What follows belongs to an exercise in optimizing a design on an open flow for small area, a short achievable clock period and few clock cycles; a production flow would make more cautious choices.
Only simulation tests tie the RTL to the original design; equivalence was not proved.
Power and IR drop assume default switching activity.

`flow/config.mk`:
```
export PLATFORM = sky130hd
export DESIGN_NAME = h1_codec
export DESIGN_NICKNAME = h1_codec
export VERILOG_FILES = /design/flow/design.v
export SDC_FILE = /design/flow/constraint.sdc
export NUM_CORES = 4
export LEC_CHECK = 0
export CAP_MARGIN = 20
export CORE_MARGIN = 2
export CORE_UTILIZATION = 40
export PLACE_DENSITY = 0.6
export SLEW_MARGIN = 20
```
`flow/design.v`:
```
module h1_crc8 (
    input  wire [31:0] crc_in,
    input  wire [7:0]  data,
    output wire [31:0] crc_out
);
    wire [31:0] s0 = crc_in ^ {24'd0, data};
    wire [31:0] s1 = s0[0] ? ((s0 >> 1) ^ 32'hEDB88320) : (s0 >> 1);
    wire [31:0] s2 = s1[0] ? ((s1 >> 1) ^ 32'hEDB88320) : (s1 >> 1);
    wire [31:0] s3 = s2[0] ? ((s2 >> 1) ^ 32'hEDB88320) : (s2 >> 1);
    wire [31:0] s4 = s3[0] ? ((s3 >> 1) ^ 32'hEDB88320) : (s3 >> 1);
    wire [31:0] s5 = s4[0] ? ((s4 >> 1) ^ 32'hEDB88320) : (s4 >> 1);
    wire [31:0] s6 = s5[0] ? ((s5 >> 1) ^ 32'hEDB88320) : (s5 >> 1);
    wire [31:0] s7 = s6[0] ? ((s6 >> 1) ^ 32'hEDB88320) : (s6 >> 1);
    wire [31:0] s8 = s7[0] ? ((s7 >> 1) ^ 32'hEDB88320) : (s7 >> 1);
    assign crc_out = s8;
endmodule
module h1_codec (
    input  wire        clk,
    input  wire        rst,
    input  wire        cmd_valid,
    output wire        cmd_ready,
    input  wire [3:0]  cmd_code,
    input  wire        cmd_is_server,
    input  wire [2:0]  cmd_n,
    input  wire [15:0] cmd_len,
    input  wire [31:0] cmd_a,
    input  wire [31:0] cmd_b,
    input  wire        din_valid,
    output wire        din_ready,
    input  wire [31:0] din_data,
    output wire        rsp_valid,
    input  wire        rsp_ready,
    output reg  [2:0]  rsp_status,
    output reg  [31:0] rsp_data,
    output reg  [31:0] rsp_data2,
    output reg  [4:0]  rsp_info
);
    localparam [3:0] C_CFG_LOAD = 4'h1, C_CFG_READ = 4'h2, C_SEQ_DIST = 4'h5,
                     C_CRC_COMPUTE = 4'h6, C_CRC_VERIFY = 4'h7;
    localparam [2:0] ST_OK = 3'd0, ST_TRUNCATED = 3'd2, ST_INVALID = 3'd6,
                     ST_ILLEGAL = 3'd7;
    localparam [1:0] S_IDLE = 2'd0, S_SEED = 2'd1, S_DATA = 2'd2, S_RESP = 2'd3;
    reg        cfg_is_server;
    reg [31:0] cfg_proto;
    reg [31:0] cfg_seed;
    reg [2:0]  cfg_len;
    reg [1:0]  state;
    reg        is_verify;
    reg [2:0]  vn;           
    reg [2:0]  err;          
    reg [31:0] crc;
    reg [31:0] seed_sr;      
    reg [1:0]  seed_cnt;
    reg [15:0] load_left;    
    reg [15:0] proc_left;    
    reg [15:0] cov_left;     
    reg [31:0] buf_data;     
    reg [2:0]  buf_cnt;
    reg [31:0] trl;          
    assign cmd_ready = (state == S_IDLE);
    assign rsp_valid = (state == S_RESP);
    wire consume = (state == S_DATA) && (buf_cnt != 3'd0);
    assign din_ready = ((state == S_SEED) || (state == S_DATA)) && (load_left != 16'd0) &&
                       ((buf_cnt == 3'd0) || ((buf_cnt == 3'd1) && consume));
    wire din_fire = din_valid && din_ready;
    wire [7:0]  crc_byte = (state == S_SEED) ? seed_sr[7:0] : buf_data[7:0];
    wire [31:0] crc_next;
    h1_crc8 u_crc8 (.crc_in(crc), .data(crc_byte), .crc_out(crc_next));
    wire [15:0] seq_d    = cmd_b[15:0] - cmd_a[15:0];
    wire        seq_neg  = seq_d[15] && (seq_d[14:0] != 15'd0);
    wire        seq_zero = (seq_d == 16'd0);
    wire        v_bad_n  = (cmd_n > 3'd4);
    wire        v_short  = ({13'd0, cmd_n} > cmd_len);
    wire [31:0] crc_final = ~crc;
    reg  [31:0] trl_mask;
    always @(*) begin
        case (vn)
            3'd0:    trl_mask = 32'h00000000;
            3'd1:    trl_mask = 32'h000000FF;
            3'd2:    trl_mask = 32'h0000FFFF;
            3'd3:    trl_mask = 32'h00FFFFFF;
            default: trl_mask = 32'hFFFFFFFF;
        endcase
    end
    wire trl_ok = (((trl ^ crc_final) & trl_mask) == 32'd0);
    always @(posedge clk) begin
        if (rst) begin
            cfg_is_server <= 1'b0;
            cfg_proto     <= 32'd0;
            cfg_seed      <= 32'd0;
            cfg_len       <= 3'd0;
            state         <= S_IDLE;
            is_verify     <= 1'b0;
            vn            <= 3'd0;
            err           <= ST_OK;
            crc           <= 32'd0;
            seed_sr       <= 32'd0;
            seed_cnt      <= 2'd0;
            load_left     <= 16'd0;
            proc_left     <= 16'd0;
            cov_left      <= 16'd0;
            buf_data      <= 32'd0;
            buf_cnt       <= 3'd0;
            trl           <= 32'd0;
            rsp_status    <= 3'd0;
            rsp_data      <= 32'd0;
            rsp_data2     <= 32'd0;
            rsp_info      <= 5'd0;
        end else begin
            if (din_fire) begin
                buf_data  <= din_data;
                if (load_left >= 16'd4) begin
                    buf_cnt   <= 3'd4;
                    load_left <= load_left - 16'd4;
                end else begin
                    buf_cnt   <= load_left[2:0];
                    load_left <= 16'd0;
                end
            end else if (consume) begin
                buf_data <= buf_data >> 8;
                buf_cnt  <= buf_cnt - 3'd1;
            end
            case (state)
                S_IDLE: begin
                    if (cmd_valid) begin
                        rsp_status <= ST_OK;
                        rsp_data   <= 32'd0;
                        rsp_data2  <= 32'd0;
                        rsp_info   <= 5'd0;
                        state      <= S_RESP;
                        case (cmd_code)
                            C_CFG_LOAD: begin
                                if (cmd_n > 3'd4) begin
                                    rsp_status <= ST_INVALID;
                                end else begin
                                    cfg_is_server <= cmd_is_server;
                                    cfg_proto     <= cmd_b;
                                    cfg_seed      <= cmd_a;
                                    cfg_len       <= cmd_n;
                                end
                            end
                            C_CFG_READ: begin
                                rsp_data  <= cfg_seed;
                                rsp_data2 <= cfg_proto;
                                rsp_info  <= {(cfg_len != 3'd0), cfg_len, cfg_is_server};
                            end
                            C_SEQ_DIST: begin
                                rsp_data <= {{15{seq_neg}}, seq_neg, seq_d};
                                rsp_info <= {2'b00, seq_neg, seq_zero, !seq_neg && !seq_zero};
                            end
                            C_CRC_COMPUTE, C_CRC_VERIFY: begin
                                is_verify <= (cmd_code == C_CRC_VERIFY);
                                vn        <= cmd_n;
                                crc       <= 32'hFFFFFFFF;
                                seed_sr   <= cmd_a;
                                seed_cnt  <= 2'd0;
                                load_left <= cmd_len;
                                proc_left <= cmd_len;
                                buf_cnt   <= 3'd0;
                                trl       <= 32'd0;
                                state     <= S_SEED;
                                if (cmd_code == C_CRC_COMPUTE) begin
                                    err      <= ST_OK;
                                    cov_left <= cmd_len;
                                end else if (v_bad_n) begin
                                    err      <= ST_INVALID;
                                    cov_left <= cmd_len;
                                end else if (v_short) begin
                                    err      <= ST_TRUNCATED;
                                    cov_left <= 16'd0;
                                end else begin
                                    err      <= ST_OK;
                                    cov_left <= cmd_len - {13'd0, cmd_n};
                                end
                            end
                            default: begin
                                rsp_status <= ST_ILLEGAL;
                            end
                        endcase
                    end
                end
                S_SEED: begin
                    crc      <= crc_next;
                    seed_sr  <= seed_sr >> 8;
                    seed_cnt <= seed_cnt + 2'd1;
                    if (seed_cnt == 2'd3)
                        state <= S_DATA;
                end
                S_DATA: begin
                    if (proc_left == 16'd0) begin
                        state      <= S_RESP;
                        rsp_status <= err;
                        if (err == ST_OK) begin
                            if (is_verify)
                                rsp_info <= {4'd0, trl_ok};
                            else
                                rsp_data <= crc_final;
                        end
                    end else if (consume) begin
                        proc_left <= proc_left - 16'd1;
                        if (cov_left != 16'd0) begin
                            crc      <= crc_next;
                            cov_left <= cov_left - 16'd1;
                        end else begin
                            trl <= {trl[23:0], buf_data[7:0]};
                        end
                    end
                end
                S_RESP: begin
                    if (rsp_ready)
                        state <= S_IDLE;
                end
            endcase
        end
    end
endmodule
```
`flow/run.sh`:
```
#!/bin/bash
# synth_recipe.tcl (not shown) runs the flow's synth.tcl, then flattens the netlist and writes it again
# the make line also repeats each setting of config.mk as NAME=value (left out here)
make -C /OpenROAD-flow-scripts/flow DESIGN_CONFIG=/design/flow/config.mk WORK_HOME=/design/flow/orfs CLKGATE_MAP_FILE= SYNTH_SCRIPT=/design/flow/synth_recipe.tcl finish
```
`flow/constraint.sdc`:
```
create_clock -name core_clock -period 5.0 [get_ports {clk}]
set_input_delay 1.0000 -clock core_clock [delete_from_list [all_inputs] [get_ports {clk}]]
set_output_delay 1.0000 -clock core_clock [all_outputs]
set_load 0.01 [all_outputs]
```
==> run summary <==
## cell type report
cell class,count,area share
multi-input cells,1540,0.4560
flip-flops and latches,329,0.3280
repair buffers,230,0.1110
clock buffers,56,0.05726
well taps,532,0.03315
inverters,43,0.008037
clock inverters,9,0.006293
diodes,2,0.0002492
## flip-flops by register name, summed over array words and instances, names as in the netlist, 5 cells and up
register and count:
cfg_proto 32, proc_left 16, cfg_seed 32, load_left 16
rsp_data 32, cov_left 16, rsp_info 5, rsp_data2 32
seed_sr 32, trl 32, crc 32, buf_data 32
## per-stage QoR
stage / hold slack (ps) / total power, mW
after floorplan: 431.7 / 8.242
after detailed placement: 443.2 / 9.908
after global routing: 470.1 / 13.56
final: 454.7 / 12.78
after global placement: 441.4 / 9.824
after CTS: 455.2 / 12.81
## cell usage in the layout (no fill, tap or decap), types with 39 or more instances in the layout
| master | count |
|---|---|
| sky130_fd_sc_hd__o21ai_0 | 54 |
| sky130_fd_sc_hd__a21oi_1 | 189 |
| sky130_fd_sc_hd__nand2_1 | 320 |
| sky130_fd_sc_hd__inv_1 | 42 |
| sky130_fd_sc_hd__xor2_1 | 47 |
| sky130_fd_sc_hd__nor2_1 | 233 |
| sky130_fd_sc_hd__xnor2_1 | 71 |
| sky130_fd_sc_hd__a22oi_1 | 60 |
| sky130_fd_sc_hd__clkbuf_16 | 39 |
| sky130_fd_sc_hd__nand3_1 | 107 |
| sky130_fd_sc_hd__a311oi_1 | 46 |
| sky130_fd_sc_hd__a211oi_1 | 76 |
| sky130_fd_sc_hd__clkdlybuf4s50_1 | 198 |
| sky130_fd_sc_hd__dfxtp_1 | 329 |
## layer usage
layer	up-vias	share of wire	global-route usage	wire length (um)
li1	7520	-	-	-
met1	7342	0.47	0.3649	25920
met2	469	0.44	0.3831	24100
met3	78	0.058	0.04019	3160
met4	0	0.032	0.09245	1764
met5	-	0	0	0
## critical path, delay by kind of cell (launching register included)
kind | cells | cell delay (ps)
buffers and inverters | 4 | 1130
AND/OR/NAND/NOR | 2 | 550
flip-flops | 1 | 420
adder cells (fa/ha/maj) | 1 | 300
## cell usage after synthesis, types with 3 or more instances
| master | instances | share of area |
|---|---|---|
| sky130_fd_sc_hd__dfxtp_1 | 329 | 0.40 |
| sky130_fd_sc_hd__nand2_1 | 320 | 0.073 |
| sky130_fd_sc_hd__nor2_1 | 234 | 0.053 |
| sky130_fd_sc_hd__a21oi_1 | 189 | 0.058 |
| sky130_fd_sc_hd__clkbuf_1 | 121 | 0.028 |
| sky130_fd_sc_hd__nand3_1 | 107 | 0.033 |
| sky130_fd_sc_hd__a211oi_1 | 76 | 0.035 |
| sky130_fd_sc_hd__xnor2_1 | 71 | 0.038 |
| sky130_fd_sc_hd__a22oi_1 | 60 | 0.027 |
| sky130_fd_sc_hd__o21ai_0 | 54 | 0.016 |
| sky130_fd_sc_hd__xor2_1 | 47 | 0.025 |
| sky130_fd_sc_hd__a311oi_1 | 46 | 0.025 |
| sky130_fd_sc_hd__inv_1 | 42 | 0.0096 |
| sky130_fd_sc_hd__ha_1 | 32 | 0.024 |
| sky130_fd_sc_hd__mux2i_1 | 32 | 0.019 |
| sky130_fd_sc_hd__nor3_1 | 31 | 0.0094 |
| sky130_fd_sc_hd__o21ai_1 | 18 | 0.0055 |
| sky130_fd_sc_hd__o22ai_1 | 18 | 0.0068 |
| sky130_fd_sc_hd__nor4_1 | 17 | 0.0065 |
| sky130_fd_sc_hd__buf_2 | 15 | 0.0046 |
| sky130_fd_sc_hd__nand4_1 | 15 | 0.0057 |
| sky130_fd_sc_hd__buf_1 | 11 | 0.0025 |
| sky130_fd_sc_hd__a21o_1 | 10 | 0.0046 |
| sky130_fd_sc_hd__or3_1 | 10 | 0.0038 |
| sky130_fd_sc_hd__and3_1 | 9 | 0.0034 |
| sky130_fd_sc_hd__nand2b_1 | 8 | 0.0030 |
| sky130_fd_sc_hd__nor2b_1 | 8 | 0.0030 |
| sky130_fd_sc_hd__o211ai_1 | 8 | 0.0037 |
| sky130_fd_sc_hd__a221oi_1 | 7 | 0.0037 |
| sky130_fd_sc_hd__a31oi_1 | 7 | 0.0027 |
| sky130_fd_sc_hd__xnor2_2 | 7 | 0.0069 |
| sky130_fd_sc_hd__a211o_1 | 6 | 0.0032 |
| sky130_fd_sc_hd__nand3b_1 | 6 | 0.0027 |
| sky130_fd_sc_hd__o21a_1 | 6 | 0.0027 |
| sky130_fd_sc_hd__o31ai_1 | 6 | 0.0027 |
| sky130_fd_sc_hd__and2_1 | 5 | 0.0019 |
| sky130_fd_sc_hd__nand4b_1 | 5 | 0.0027 |
| sky130_fd_sc_hd__or4_1 | 5 | 0.0023 |
| sky130_fd_sc_hd__o32ai_1 | 4 | 0.0021 |
| sky130_fd_sc_hd__xor2_2 | 4 | 0.0040 |
| sky130_fd_sc_hd__a2111oi_0 | 3 | 0.0016 |
| sky130_fd_sc_hd__and3b_1 | 3 | 0.0016 |
| sky130_fd_sc_hd__nor3_2 | 3 | 0.0018 |
| sky130_fd_sc_hd__o2111a_1 | 3 | 0.0021 |
## logic make-up (layout without fill, tap and decap cells)
logic type                 Yosys count  in the layout
xor gates and xnor gates           131            131
DFF                                329            329
and+or+nand+nor                    798            798
other                                0              2
buffers and inverters              192            338
AOI/OAI and AO/OA                  542            542
adders and majority gates           34             34
muxes                               35             35
## where the power goes
group,switching (mW),total (mW),internal [mW]
Combinational,3.62,6.12,2.50
Clock,1.13,2.87,1.74
Sequential,0.607,3.79,3.18
Total,5.36,12.8,7.42
## worst min path at each step
| stage | to | slack (ps) | from |
|---|---|---|---|
| 6_report | cfg_proto[15] | 450 | cfg_proto[15] |
| 5_1_grt | cfg_seed[17] | 470 | cfg_seed[17] |
| 4_1_cts | cfg_proto[15] | 460 | cfg_proto[15] |
| 3_5_place_dp | rsp_data2[29] | 440 | rsp_data2[29] |
| 3_3_place_gp | rsp_data2[27] | 440 | rsp_data2[27] |
| 2_1_floorplan | cfg_seed[5] | 430 | cfg_seed[5] |
==> flow_results.xml <==
<?xml version="1.0" encoding="UTF-8"?>
<metrics>
  <group name="sta">
    <metric name="finalSetupViolations" unit="">0</metric>
    <metric name="clock_skew" unit="ps">14.45</metric>
    <metric name="worst_slack" unit="ps">1053</metric>
    <metric name="final-hold-violation-count" unit="">0</metric>
    <metric name="period_needed" unit="ps">3947</metric>
    <metric name="tns" unit="ps">0</metric>
    <metric name="grt_setup_unrepaired" unit="">false</metric>
    <metric name="maximum_operating_frequency" unit="MHz">253.3</metric>
    <metric name="timing.slew.headroom" unit="">0.2976</metric>
    <metric name="final_min_period_over_clock_period" unit="">0.7895</metric>
    <metric name="tightest_slew" unit="ps">1054</metric>
    <metric name="slew_viol_final" unit="">0</metric>
  </group>
  <group name="pwr">
    <metric name="worst_ir_drop_vdd" unit="V">0.0005382</metric>
    <metric name="power_leakage" unit="nW">6.960</metric>
    <metric name="cellPowerDensity" unit="nW/um^2">636.3</metric>
  </group>
  <group name="setup_path">
    <metric name="startpoint" unit="">state[0]</metric>
    <metric name="timing.reg2reg.setup_slack" unit="ps">1390</metric>
    <metric name="reg2reg_depth" unit="">9</metric>
    <metric name="cp-end-kind" unit="">output pin</metric>
    <metric name="reg2reg_to" unit="">crc[23]</metric>
    <metric name="crit_chain" unit="">inv_1, ha_1, buf_4, inv_2, nor3_2, and2_1, clkdlybuf4s50_1</metric>
    <metric name="worst_path_max_fanout" unit="">27</metric>
    <metric name="critPathArrivalTime" unit="ps">2950</metric>
    <metric name="critical_path_s_slowest_cell" unit="">sky130_fd_sc_hd__clkdlybuf4s50_1</metric>
    <metric name="worst_setup_sp_type" unit="">flop</metric>
    <metric name="critical_path_max_stage_delay" unit="ps">530</metric>
    <metric name="endpoint" unit="">din_ready</metric>
    <metric name="cp_data_required_time" unit="ps">4000</metric>
    <metric name="regToRegStartpoint" unit="">state[1]</metric>
    <metric name="critical_path_class" unit="">flop to output pin</metric>
  </group>
  <group name="synth">
    <metric name="synthArstFlopShare" unit="">0</metric>
    <metric name="synth-edff-count" unit="">0</metric>
    <metric name="post_synthesis_compound_gate_area_fraction" unit="">0.2148</metric>
    <metric name="syn_warnings" unit="">1</metric>
    <metric name="synth-simple-area-share" unit="">0.2134</metric>
    <metric name="yosys.area_share.adder" unit="">0.02679</metric>
    <metric name="synth-seq-cells" unit="">329</metric>
    <metric name="synth_mux_area_frac" unit="">0.02184</metric>
    <metric name="post_synth_xor_area_fraction" unit="">0.07710</metric>
    <metric name="syn_nets" unit="">2220</metric>
    <metric name="ys_dominant_reg_cell" unit="">sky130_fd_sc_hd__dfxtp_1</metric>
    <metric name="synth_top_family_by_area" unit="">compound AO/OA/AOI/OAI gates</metric>
    <metric name="post_synth_inst_count" unit="">2061</metric>
    <metric name="syn-cell-area" unit="um^2">16440</metric>
    <metric name="synth_cell_types" unit="">76</metric>
    <metric name="syn_avg_cell_area" unit="um^2">7.976</metric>
    <metric name="ys_seq_area_frac" unit="">0.4006</metric>
  </group>
  <group name="placed_design">
    <metric name="placed_cells_incl_taps" unit="">2674</metric>
    <metric name="buffers_on_ports" unit="">199</metric>
    <metric name="place_worst_setup_slack" unit="ps">660.8</metric>
    <metric name="routability_congestion_estimate" unit="">0.8600</metric>
    <metric name="placed_area" unit="um^2">18800</metric>
    <metric name="dp.final_hpwl" unit="mm">39.39</metric>
  </group>
  <group name="route">
    <metric name="first_pass_iters" unit="">6</metric>
    <metric name="detailedRoute.firstIterationViolations" unit="">1303</metric>
    <metric name="drt.antenna.violating_nets" unit="">0</metric>
    <metric name="routed-via-count" unit="">15410</metric>
    <metric name="post_drt_wl_per_cell" unit="um">20.04</metric>
    <metric name="avgViaCountPerCell" unit="">5.622</metric>
    <metric name="drcViolationCount" unit="">0</metric>
    <metric name="route.final.wire_length" unit="mm">54.94</metric>
  </group>
  <group name="clocking">
    <metric name="tritoncts" unit="">done</metric>
    <metric name="latest_clock_arrival_within_the_worst_skew_pair" unit="ps">550</metric>
    <metric name="clk_pin_slew" unit="ps">60</metric>
    <metric name="htreeDepth" unit="">2</metric>
    <metric name="cts_buffers" unit="">38</metric>
    <metric name="cts.repair.resized" unit="">0</metric>
    <metric name="cts_num_sinks" unit="">329</metric>
    <metric name="postCtsSetupBuffers" unit="">0</metric>
    <metric name="clock-root-buffer" unit="">sky130_fd_sc_hd__clkbuf_16</metric>
    <metric name="cts.path.max_buffers" unit="">3</metric>
    <metric name="hold_buffers" unit="">0</metric>
  </group>
  <group name="hold_path">
    <metric name="hold_path_depth" unit="">2</metric>
    <metric name="worstHoldPathType" unit="">flop to flop</metric>
  </group>
  <group name="finish">
    <metric name="multi_input_area" unit="um^2">9158</metric>
    <metric name="finalInstanceArea" unit="um^2">20080</metric>
    <metric name="finalNetCount" unit="">2341</metric>
    <metric name="fraction_of_layout_instances_using_a_drive_strength_above_1" unit="">0.05800</metric>
    <metric name="fillerInstances" unit="">4004</metric>
    <metric name="register_area" unit="um^2">6586</metric>
    <metric name="layout_area_overhead" unit="%">22.16</metric>
    <metric name="finished_core_util" unit="">0.4929</metric>
    <metric name="number_of_cells_in_the_finished_layout_apart_from_fillers" unit="">2741</metric>
  </group>
  <group name="grt">
    <metric name="global_route.overflow_total" unit="">0</metric>
    <metric name="groute.usage.overall" unit="">0.2538</metric>
    <metric name="grt_antenna_before_repair" unit="">0</metric>
    <metric name="wire_length_of_the_first_global_routing_pass" unit="mm">83.99</metric>
    <metric name="grt_pass1_vias" unit="">14370</metric>
    <metric name="grt_max_degree" unit="">105</metric>
  </group>
  <group name="status">
    <metric name="status" unit="">complete, no violations</metric>
  </group>
  <group name="floorplan">
    <metric name="floorplan.die_area" unit="um^2">42740</metric>
    <metric name="top_level_ports" unit="">200</metric>
    <metric name="die-height" unit="um">206.7</metric>
    <metric name="placementRows" unit="">74</metric>
    <metric name="initial_util" unit="">0.4035</metric>
    <metric name="fp.coreArea" unit="um^2">40740</metric>
    <metric name="floorplan.die.width" unit="um">206.7</metric>
  </group>
  <group name="job">
    <metric name="max_cap_viols" unit="">0</metric>
  </group>
</metrics>
Testbench counts, summed over its fixed seeds: cycles 296,539.

==> what the ideal ports hide <==
In the flow no input, the clock included, has a driving cell. The finished layout below was timed again as built, in two steps.
Step 1 (the two cells are an assumption about what drives the block):
set clk [get_ports {clk}]
set_driving_cell -lib_cell sky130_fd_sc_hd__clkbuf_16 $clk
set_driving_cell -lib_cell sky130_fd_sc_hd__buf_2 [delete_from_list [all_inputs] $clk]
Step 2 times the ports against the registers' clock, not the clock port: input delays grow and output delays shrink by t, the midpoint of the rising clock arrivals with the driver on.
Slacks: ideal / step 1 / step 2; pairs: ideal / step 1.
shift t [ns]: 0.599
setup WS [ns]: 1.053 / 0.998 / 0.557
worst data-port slew with drivers (ns): 0.08
After both steps setup and hold are still met in this run. For this run, drivers alone change the setup slack by -0.055 ns; drivers and shift together by -0.496 ns.
